This design comes from an exercise in tuning for small area, a short achievable clock period and few clock cycles on the open sky130 flow, not from production work.
Where RTL was checked, it was by simulation tests only, not by an equivalence proof against the original.
Power is estimated from default activity; no workload was simulated.

==> inputs of run a <==
// rnc_decoder
module rnc_decoder (
    input  wire        clk,
    input  wire        rst,           
    input  wire        start,         
    input  wire [15:0] in_len,        
    output reg  [1:0]  status,        
    output reg  [2:0]  err,           
    output reg  [3:0]  fcause,        
    output wire [15:0] out_len,       
    output reg  [15:0] crc,           
    output reg         in_re,
    output reg  [15:0] in_addr,
    input  wire [7:0]  in_rdata,
    output wire        out_we,
    output wire [15:0] out_waddr,
    output wire [7:0]  out_wdata,
    output wire        out_re,
    output wire [15:0] out_raddr,
    input  wire [7:0]  out_rdata
);
    localparam ST_IDLE  = 2'd0;
    localparam ST_BUSY  = 2'd1;
    localparam ST_DONE  = 2'd2;
    localparam ST_ERROR = 2'd3;
    localparam E_HEADER    = 3'd1;
    localparam E_METHOD    = 3'd2;
    localparam E_FORMAT    = 3'd3;
    localparam E_SIZE      = 3'd4;
    localparam E_INTEGRITY = 3'd5;
    localparam E_CAPACITY  = 3'd6;
    localparam C_TOO_SHORT      = 4'd1;
    localparam C_BAD_SIGNATURE  = 4'd2;
    localparam C_INVALID_SYMBOL = 4'd1;
    localparam C_ZERO_COUNT     = 4'd2;
    localparam C_ZERO_OFFSET    = 4'd3;
    localparam C_OFFSET_RANGE   = 4'd4;
    localparam C_TABLE_CAPACITY = 4'd5;
    localparam C_OVERSUBSCRIBED = 4'd6;
    localparam C_INPUT_EXHAUSTED= 4'd7;
  ...
Settings: LEC_CHECK=0, ABC_CLOCK_PERIOD_IN_PS=4500, CAP_MARGIN=20, CORE_MARGIN=2, CORE_UTILIZATION=40, SETUP_SLACK_MARGIN=5, SLEW_MARGIN=20; clock period 10.0 ns.
run.sh (not shown) runs the stock make flow with config.mk's settings and CLKGATE_MAP_FILE= SYNTH_SCRIPT=/design/flow/synth_recipe.tcl, a recipe that flattens the netlist after the stock synthesis.
==> inputs of run b, as changes to run a <==
--- a/flow/design.v
+++ b/flow/design.v
@@ -48,12 +48,13 @@
     localparam D_SYM   = 4'd7;    
     localparam D_ACT   = 4'd8;    
     localparam D_LISS  = 4'd9;    
     localparam D_BITS  = 4'd10;   
     localparam D_MCHK  = 4'd11;   
     localparam D_FIN   = 4'd12;   
+    localparam D_EOB   = 4'd13;   
     localparam P_LIT = 2'd0;      
     localparam P_LEN = 2'd1;      
     localparam P_POS = 2'd2;      
     localparam P_SUB = 2'd3;      
     reg [3:0]  dst;
     reg [4:0]  hcnt;
@@ -143,17 +144,29 @@
             P_POS:   begin le_t = leB; sr_t = srB; end
             default: begin le_t = leA; sr_t = srA; end
         endcase
     end
     wire [4:0] le_h3 = le_get(le_t, {1'b0, gl} + 5'd3);
     wire [4:0] le_h4 = le_get(le_t, {1'b0, gl} + 5'd4);
-    wire [5:0] s1    = {gs, b0} - {1'b0, le_lo};
-    wire       m1    = !gdead && (s1 < {1'b0, le_h1});
+    wire [5:0] s1c0  = {gs, 1'b0} - {1'b0, le_lo};       
+    wire [5:0] s1c1  = {gs, 1'b1} - {1'b0, le_lo};       
+    wire [5:0] s2c00 = {s1c0[4:0], 1'b0} - {1'b0, le_h1};
+    wire [5:0] s2c01 = {s1c0[4:0], 1'b1} - {1'b0, le_h1};
+    wire [5:0] s2c10 = {s1c1[4:0], 1'b0} - {1'b0, le_h1};
+    wire [5:0] s2c11 = {s1c1[4:0], 1'b1} - {1'b0, le_h1};
+    wire       m1c0  = (s1c0 < {1'b0, le_h1});
+    wire       m1c1  = (s1c1 < {1'b0, le_h1});
+    wire       m2c00 = (s2c00 < {1'b0, le_h2}) && (s1c0[5:4] == 2'b00);
+    wire       m2c01 = (s2c01 < {1'b0, le_h2}) && (s1c0[5:4] == 2'b00);
+    wire       m2c10 = (s2c10 < {1'b0, le_h2}) && (s1c1[5:4] == 2'b00);
+    wire       m2c11 = (s2c11 < {1'b0, le_h2}) && (s1c1[5:4] == 2'b00);
+    wire [5:0] s1    = b0 ? s1c1 : s1c0;
+    wire       m1    = !gdead && (b0 ? m1c1 : m1c0);
     wire       dead1 = gdead || (s1[5:4] != 2'b00);
-    wire [5:0] s2    = {s1[4:0], b1} - {1'b0, le_h1};
-    wire       m2    = !dead1 && (s2 < {1'b0, le_h2});
+    wire [5:0] s2    = b0 ? (b1 ? s2c11 : s2c10) : (b1 ? s2c01 : s2c00);
+    wire       m2    = !gdead && (b0 ? (b1 ? m2c11 : m2c10) : (b1 ? m2c01 : m2c00));
     wire       dead2 = dead1 || (s2[5:4] != 2'b00);
     wire       g_two = !m1 && two_ok && (gl != 4'd15);
     wire       g_hit = m1 || (g_two && m2);
     wire [3:0] gsym  = sr_t[4*gidx +: 4];
     wire       liss    = (dst == D_LISS);
     wire [3:0] cstep   = liss ? gsym : 4'd1;
@@ -245,14 +258,12 @@
     endtask
     task begin_table;
         input [1:0] which;
         begin
             btab <= which;
             idx  <= 5'd0;
-            ksum <= 18'd0;
-            leC  <= 75'd0;
             dst  <= D_TD;
         end
     endtask
     task begin_symbol;
         input [1:0] which;
         begin
@@ -421,12 +432,14 @@
                         endcase
                         if (hcnt == 5'd11)
                             dst <= D_HCHK;
                     end
                 end
                 D_HCHK: begin
+                    leC     <= 75'd0;
+                    ksum    <= 18'd0;
                     rem_in  <= in_len - 16'd18;
                     exh     <= (in_len == 16'd18);
                     if (sig_bad)
                         fail(E_HEADER, C_BAD_SIGNATURE);
                     else if (meth_bad)
                         fail(E_METHOD, 4'd0);
@@ -475,21 +488,23 @@
                         end else if (f5) begin
                             fail(E_FORMAT, C_INPUT_EXHAUSTED);
                         end
                     end
                 end
                 D_TEND: begin
+                    if (btab != 2'd2) begin
+                        leA <= leB;
+                        srA <= srB;
+                        leB <= leC;
+                        srB <= srC;
+                        leC <= 75'd0;
+                        ksum <= 18'd0;
+                    end
                     if (ksum[17] || (ksum[16] && ksum[15:0] != 16'd0))
                         fail(E_FORMAT, C_OVERSUBSCRIBED);
                     else begin
-                        if (btab != 2'd2) begin
-                            leA <= leB;
-                            srA <= srB;
-                            leB <= leC;
-                            srB <= srC;
-                        end
                         if (btab == 2'd2) begin
                             lasthi <= 8'd0;
                             dst    <= D_CTRL;
                         end else
                             begin_table(btab + 2'd1);
                     end
@@ -561,13 +576,13 @@
                     endcase
                 end
                 D_LISS: begin
                     if (gsym == 4'd0)
                         fail(E_FORMAT, C_ZERO_COUNT);
                     else if (gsym == 4'd2)
-                        begin_table(2'd0);
+                        dst <= D_EOB;
                     else if (rem_out < {12'd0, gsym})
                         fail(E_SIZE, C_OVERRUN);
                     else if (rem_in < {12'd0, gsym})
                         fail(E_FORMAT, C_INPUT_EXHAUSTED);
                     else if (!q_valid) begin
                         issue(1'b1, cur, {5'd0, gsym}, 1'b0, 1'b0);
@@ -629,12 +644,17 @@
                         lasthi  <= sh[15:8];
                         dopos   <= dop_nx;
                         rem_out <= rout_nx;
                         next_token;
                     end
                 end
+                D_EOB: begin
+                    leC  <= 75'd0;
+                    ksum <= 18'd0;
+                    begin_table(2'd0);
+                end
                 D_FIN: begin
                     if (drained) begin
                         if (crc != ucrc)
                             fail(E_INTEGRITY, 4'd0);
                         else begin
                             status <= ST_DONE;
==> summary of the runs <==
- Against run b, the total power of run a is higher by 24%.
- Of run b and run a, run a has the higher non-clock buffer count (gap 81).
- In run a the area after synthesis is smaller than in run b, by 2.7%.
- Against run a, the sequential power of run b is smaller by about 5%.
- Between run b and run a, the lower clock power is in run a (gap about 2%, measured against run a).
- Between run a and run b, the lower synthesized cell count is in run a (gap 3.2%, measured against run b).
- Sequential share of layout area: run a is lower than run b (0.40 points).
- In run a the combinational power is higher than in run b, by about 110%.
- Flip-flop and latch count is the same in run a and run b.
- Global-route usage: run b is lower than run a (0.16 points).
Testbench counts of run a, summed over its fixed seeds: cycles 180,433.
No functional check of the RTL was part of run b.

-- static timing again, ports no longer ideal --
How much do the figures lean on ideal ports? The routed layouts below were timed once more, with nothing changed but the port constraints.
Step 1: set_driving_cell puts a clkbuf_16 on clk and a buf_2 on each other input, an assumption about the parent block.
Step 2 moves the port delays by t, midway between the first and last clock arrival at a register: inputs arrive t later, outputs are due t later. That takes back most of the time a late clock gives input paths.
Three values: ideal ports, drivers, drivers and shift; two values: the first two.
| run | t (ns) | setup slack, ns | worst setup path after step 2 | worst slew at a driven data input, ns |
|---|---|---|---|---|
| run a | 0.744 | 4.811 / 4.811 / 4.240 | input to register | 0.06 |
| run b | 0.744 | 4.990 / 4.989 / 4.294 | input to register | 0.05 |
After both steps every run listed still meets setup and hold. For run b, which loses most, drivers alone change the setup slack by -0.001 ns; drivers and shift together by -0.696 ns.
